This is an optimization exercise on Yosys and OpenROAD, whose aim is small area, not a production implementation. RTL that was checked went through simulation tests only; none was proved equivalent to the original. No activity file was given, so power comes from the tool's default toggle rates.

==> module stepper_core, before the edit <==
module stepper_core (
    input  wire        clk,
    input  wire        rst,           
    input  wire [34:0] cfg,           
    input  wire        tick,          
    input  wire        cmd_valid,
    input  wire [35:0] cmd_word,      
    output wire        cmd_ready,
    output reg         done,
    output wire [31:0] done_result,
    output reg         write4,
    output wire [43:0] duty,          
    output wire [31:0] pin_id,
    output reg         cfg_out,
    output wire [7:0]  status         
);
    localparam [31:0] SPEED_RESET = 32'd1000;
    localparam [1:0] PH_IDLE = 2'd0;
    localparam [1:0] PH_EMIT = 2'd1;
    localparam [1:0] PH_WAIT = 2'd2;
    localparam [1:0] PH_HALT = 2'd3;
    localparam [3:0] OP_STEP      = 4'h1;
    localparam [3:0] OP_SET_SPEED = 4'h2;
    localparam [3:0] OP_GET_SPEED = 4'h3;
    reg [31:0] pin_r;
    reg [2:0]  mode;
    reg [31:0] speed;
    reg [5:0]  pos;
    reg        valid;        
    reg [1:0]  phase;
    reg [1:0]  cause;        
    reg [30:0] rem;          
    reg        dir;
    reg [31:0] tmr;
    wire cfg_err = mode[2] & (mode[1] | mode[0]);
    wire m_ge1 = mode[2] | mode[1] | mode[0];
    wire m_ge2 = mode[2] | mode[1];
    wire m_ge3 = mode[2] | (mode[1] & mode[0]);
    wire m_ge4 = mode[2];
    wire [4:0] stride = {~m_ge1, m_ge1 & ~m_ge2, m_ge2 & ~m_ge3, m_ge3 & ~m_ge4, m_ge4};
    localparam [175:0] TAB_H = {16'h0001, 16'h07FE, 16'h38FE, 16'h5B3E, 16'hC94E, 16'hAC16, 16'h05DA, 16'h7606, 16'h80A0, 16'h07FE, 16'h38FE};
    localparam [175:0] TAB_L = {16'h0000, 16'hFFC0, 16'hFE38, 16'hF9B4, 16'hE526, 16'hD06A, 16'hB740, 16'hC0DC, 16'h0A02, 16'hFFC0, 16'hFE38};
    wire [10:0] dh, dl;
    genvar gb;
    generate
        for (gb = 0; gb < 11; gb = gb + 1) begin : g_tab
            wire [15:0] th = TAB_H[16*gb +: 16];
            wire [15:0] tl = TAB_L[16*gb +: 16];
            assign dh[gb] = th[pos[3:0]];
            assign dl[gb] = tl[pos[3:0]];
        end
    endgenerate
    wire [3:0]  osel = {valid & (pos[5:4] == 2'd3), valid & (pos[5:4] == 2'd2),
                        valid & (pos[5:4] == 2'd1), valid & (pos[5:4] == 2'd0)};
    assign duty[10:0]  = ({11{osel[3]}} & dh) | ({11{osel[2]}} & dl);
    assign duty[21:11] = ({11{osel[2]}} & dh) | ({11{osel[1]}} & dl);
    assign duty[32:22] = ({11{osel[1]}} & dh) | ({11{osel[0]}} & dl);
    assign duty[43:33] = ({11{osel[0]}} & dh) | ({11{osel[3]}} & dl);
    assign pin_id = pin_r;
    wire [5:0] step_v = {1'b0, stride};
    wire [5:0] next_i = dir ? (pos - step_v) : (pos + step_v);
    wire sweep_end = pos[5] & pos[4] & (pos[3] | ~m_ge1) & (pos[2] | ~m_ge2) &
                     (pos[1] | ~m_ge3) & (pos[0] | ~m_ge4);
    wire tmr_zero = ~(|tmr[30:4]) & (~tmr[3] | m_ge4) & (~tmr[2] | m_ge3) &
                    (~tmr[1] | m_ge2) & (~tmr[0] | m_ge1);
    wire [4:0]  dec_bit = {m_ge4, m_ge3 & ~m_ge4, m_ge2 & ~m_ge3, m_ge1 & ~m_ge2, ~m_ge1};
    wire [30:0] tmr_bw;    
    assign tmr_bw[0] = tick & dec_bit[0];
    genvar gt;
    generate for (gt = 1; gt < 31; gt = gt + 1) begin : g_tb
        if (gt < 5) begin : g_lo
            assign tmr_bw[gt] = (tick & dec_bit[gt]) | (tmr_bw[gt-1] & ~tmr[gt-1]);
        end else begin : g_hi
            assign tmr_bw[gt] = tmr_bw[gt-1] & ~tmr[gt-1];
        end
    end endgenerate
    wire [30:0] tmr_dec = tmr[30:0] ^ tmr_bw;
    wire [30:0] rem_bw;
    assign rem_bw[0] = waiting & tmr_zero & sweep_end;
    genvar gr;
    generate for (gr = 1; gr < 31; gr = gr + 1) begin : g_rb
        assign rem_bw[gr] = rem_bw[gr-1] & ~rem[gr-1];
    end endgenerate
    wire last_sweep = (rem[30:1] == 30'd0) & (rem[0] ^ dir);
    wire [3:0]  op     = cmd_word[35:32];
    wire [31:0] arg    = cmd_word[31:0];
    wire        idle   = (phase == PH_IDLE);
    wire        emit   = (phase == PH_EMIT);
    wire        waiting = (phase == PH_WAIT);
    wire        accept = cmd_valid & idle;
    assign cmd_ready   = idle;
    assign done_result = tmr;
    assign status      = {2'b00, cause, 1'b0, phase == PH_HALT, cfg_err, emit | waiting};
    always @(posedge clk) begin
        if (waiting & ~tmr_zero)
            tmr <= {1'b0, tmr_dec};
        else if (emit | (idle & (op == OP_GET_SPEED)))
            tmr <= speed;
        else
            tmr <= 32'd0;
        if (idle) dir <= arg[31];
        rem <= idle ? (arg[30:0] ^ {31{arg[31]}}) : (rem ^ rem_bw);
        if (rst) begin
            pin_r   <= cfg[31:0];
            mode    <= cfg[34:32];
            speed   <= SPEED_RESET;
            pos     <= {2'b11, cfg[34] | cfg[33] | cfg[32], cfg[34] | cfg[33],
                        cfg[34] | (cfg[33] & cfg[32]), cfg[34]};
            valid   <= 1'b0;
            phase   <= PH_IDLE;
            cause   <= 2'd0;
            done    <= 1'b0;
            write4  <= 1'b0;
            cfg_out <= 1'b1;
        end else begin
            done    <= 1'b0;
            write4  <= 1'b0;
            cfg_out <= 1'b0;
            case (phase)
                PH_IDLE: begin
                    if (accept) begin
                        case (op)
                            OP_STEP: begin
                                if (cfg_err) begin
                                    cause <= 2'd2;
                                    phase <= PH_HALT;
                                end else if (arg == 32'd0) begin
                                    done  <= 1'b1;
                                end else if (speed[31] | (speed[30:0] == 31'd0)) begin
                                    cause <= 2'd3;
                                    phase <= PH_HALT;
                                end else begin
                                    phase <= PH_EMIT;
                                end
                            end
                            OP_SET_SPEED: begin
                                speed <= arg;
                                done  <= 1'b1;
                            end
                            OP_GET_SPEED: begin
                                done  <= 1'b1;
                            end
                            default: begin
                                cause <= 2'd1;
                                phase <= PH_HALT;
                            end
                        endcase
                    end
                end
                PH_EMIT: begin
                    valid  <= 1'b1;
                    write4 <= 1'b1;
                    pos    <= next_i;
                    phase  <= PH_WAIT;
                end
                PH_WAIT: begin
                    if (tmr_zero) begin
                        if (sweep_end & last_sweep) begin
                            phase <= PH_IDLE;
                            done  <= 1'b1;
                        end else begin
                            phase <= PH_EMIT;
                        end
                    end
                end
                default: ;  
            endcase
        end
    end
endmodule
==> flow/config.mk <==
export PLATFORM = sky130hd
export DESIGN_NAME = stepper_core
export DESIGN_NICKNAME = stepper_core
export VERILOG_FILES = /design/flow/design.v
export SDC_FILE = /design/flow/constraint.sdc
export NUM_CORES = 4
export LEC_CHECK = 0
export CAP_MARGIN = 20
export CORE_AREA = 2.3 2.72 103.96 119.68
export DIE_AREA = 0 0 106.26 122.4
export SLEW_MARGIN = 20
==> flow/constraint.sdc <==
create_clock -name core_clock -period 20.0 [get_ports {clk}]
set_input_delay 4.0000 -clock core_clock [delete_from_list [all_inputs] [get_ports {clk}]]
set_output_delay 4.0000 -clock core_clock [all_outputs]
set_load 0.01 [all_outputs]
standard.sh (not shown) runs the stock make flow with config.mk's settings and CLKGATE_MAP_FILE= SYNTH_SCRIPT=/design/flow/synth_recipe.tcl, a recipe that flattens the netlist after the stock synthesis.
==> flow/flow/run.sh <==
#!/bin/bash
set -o pipefail
export BUFFER_PORTS_ARGS="-buffer_cell sky130_fd_sc_hd__buf_1"
export CTS_ARGS="-sink_clustering_enable -repair_clock_nets -dont_use_dummy_load -buf_list sky130_fd_sc_hd__clkbuf_8"
bash standard.sh > standard.log 2>&1
Then changed:
--- a/flow/design.v
+++ b/flow/design.v
@@ -22,12 +22,13 @@
     localparam [3:0] OP_STEP      = 4'h1;
     localparam [3:0] OP_SET_SPEED = 4'h2;
     localparam [3:0] OP_GET_SPEED = 4'h3;
     reg [31:0] pin_r;
     reg [2:0]  mode;
     reg [31:0] speed;
+    reg        speed_bad;    
     reg [5:0]  pos;
     reg        valid;        
     reg [1:0]  phase;
     reg [1:0]  cause;        
     reg [30:0] rem;          
     reg        dir;
@@ -81,12 +82,13 @@
     generate for (gr = 1; gr < 31; gr = gr + 1) begin : g_rb
         assign rem_bw[gr] = rem_bw[gr-1] & ~rem[gr-1];
     end endgenerate
     wire last_sweep = (rem[30:1] == 30'd0) & (rem[0] ^ dir);
     wire [3:0]  op     = cmd_word[35:32];
     wire [31:0] arg    = cmd_word[31:0];
+    wire        arg_zero = (arg == 32'd0);
     wire        idle   = (phase == PH_IDLE);
     wire        emit   = (phase == PH_EMIT);
     wire        waiting = (phase == PH_WAIT);
     wire        accept = cmd_valid & idle;
     assign cmd_ready   = idle;
     assign done_result = tmr;
@@ -101,12 +103,13 @@
         if (idle) dir <= arg[31];
         rem <= idle ? (arg[30:0] ^ {31{arg[31]}}) : (rem ^ rem_bw);
         if (rst) begin
             pin_r   <= cfg[31:0];
             mode    <= cfg[34:32];
             speed   <= SPEED_RESET;
+            speed_bad <= 1'b0;
             pos     <= {2'b11, cfg[34] | cfg[33] | cfg[32], cfg[34] | cfg[33],
                         cfg[34] | (cfg[33] & cfg[32]), cfg[34]};
             valid   <= 1'b0;
             phase   <= PH_IDLE;
             cause   <= 2'd0;
             done    <= 1'b0;
@@ -121,23 +124,24 @@
                     if (accept) begin
                         case (op)
                             OP_STEP: begin
                                 if (cfg_err) begin
                                     cause <= 2'd2;
                                     phase <= PH_HALT;
-                                end else if (arg == 32'd0) begin
+                                end else if (arg_zero) begin
                                     done  <= 1'b1;
-                                end else if (speed[31] | (speed[30:0] == 31'd0)) begin
+                                end else if (speed_bad) begin
                                     cause <= 2'd3;
                                     phase <= PH_HALT;
                                 end else begin
                                     phase <= PH_EMIT;
                                 end
                             end
                             OP_SET_SPEED: begin
                                 speed <= arg;
+                                speed_bad <= arg[31] | arg_zero;
                                 done  <= 1'b1;
                             end
                             OP_GET_SPEED: begin
                                 done  <= 1'b1;
                             end
                             default: begin
The changed run finished clean.
Flip-flop and latch count climbs by 1.
Non-clock buffer count climbs by 1.
Clock skew climbs by 6.5 ps.
Die area is unchanged.
Global-route usage drops by 1.2 points.
Core utilization drops by 0.53 points.
Total power drops slightly.
Routed wire length drops by a few percent.
Function not checked in the first run of this note: the RTL went through the layout flow alone.

==> static timing again, ports no longer ideal <==
The flow's constraints put no driver on any port. The routed layouts listed below were extracted and timed again, unchanged, in two steps.
Step 1 sets driving cells, clkbuf_16 on the clock port and buf_2 on the other inputs (assumed; they add their load-dependent delay and slew).
Step 2, shift: input delay + t, output delay - t, t = (earliest + latest rising clock arrival at the registers) / 2. This alone moves slack from input paths to output paths.
a / b / c = no drivers / after step 1 / after step 2; a / b = the first two.
run | t, ns | slack for setup (ns) | clock arrival spread, ns | worst data-port slew with drivers (ns) | pins driven straight from the clock port
the first run | 0.469 | 9.502 / 9.518 / 9.050 | 0.040 / 0.041 | 0.05 | 1
the second run | 0.453 | 9.536 / 9.543 / 9.090 | 0.038 / 0.038 | 0.05 | 1
After both steps every run listed still meets setup and hold. For the first run, which loses most, drivers alone change the setup slack by +0.016 ns; drivers and shift together by -0.452 ns.
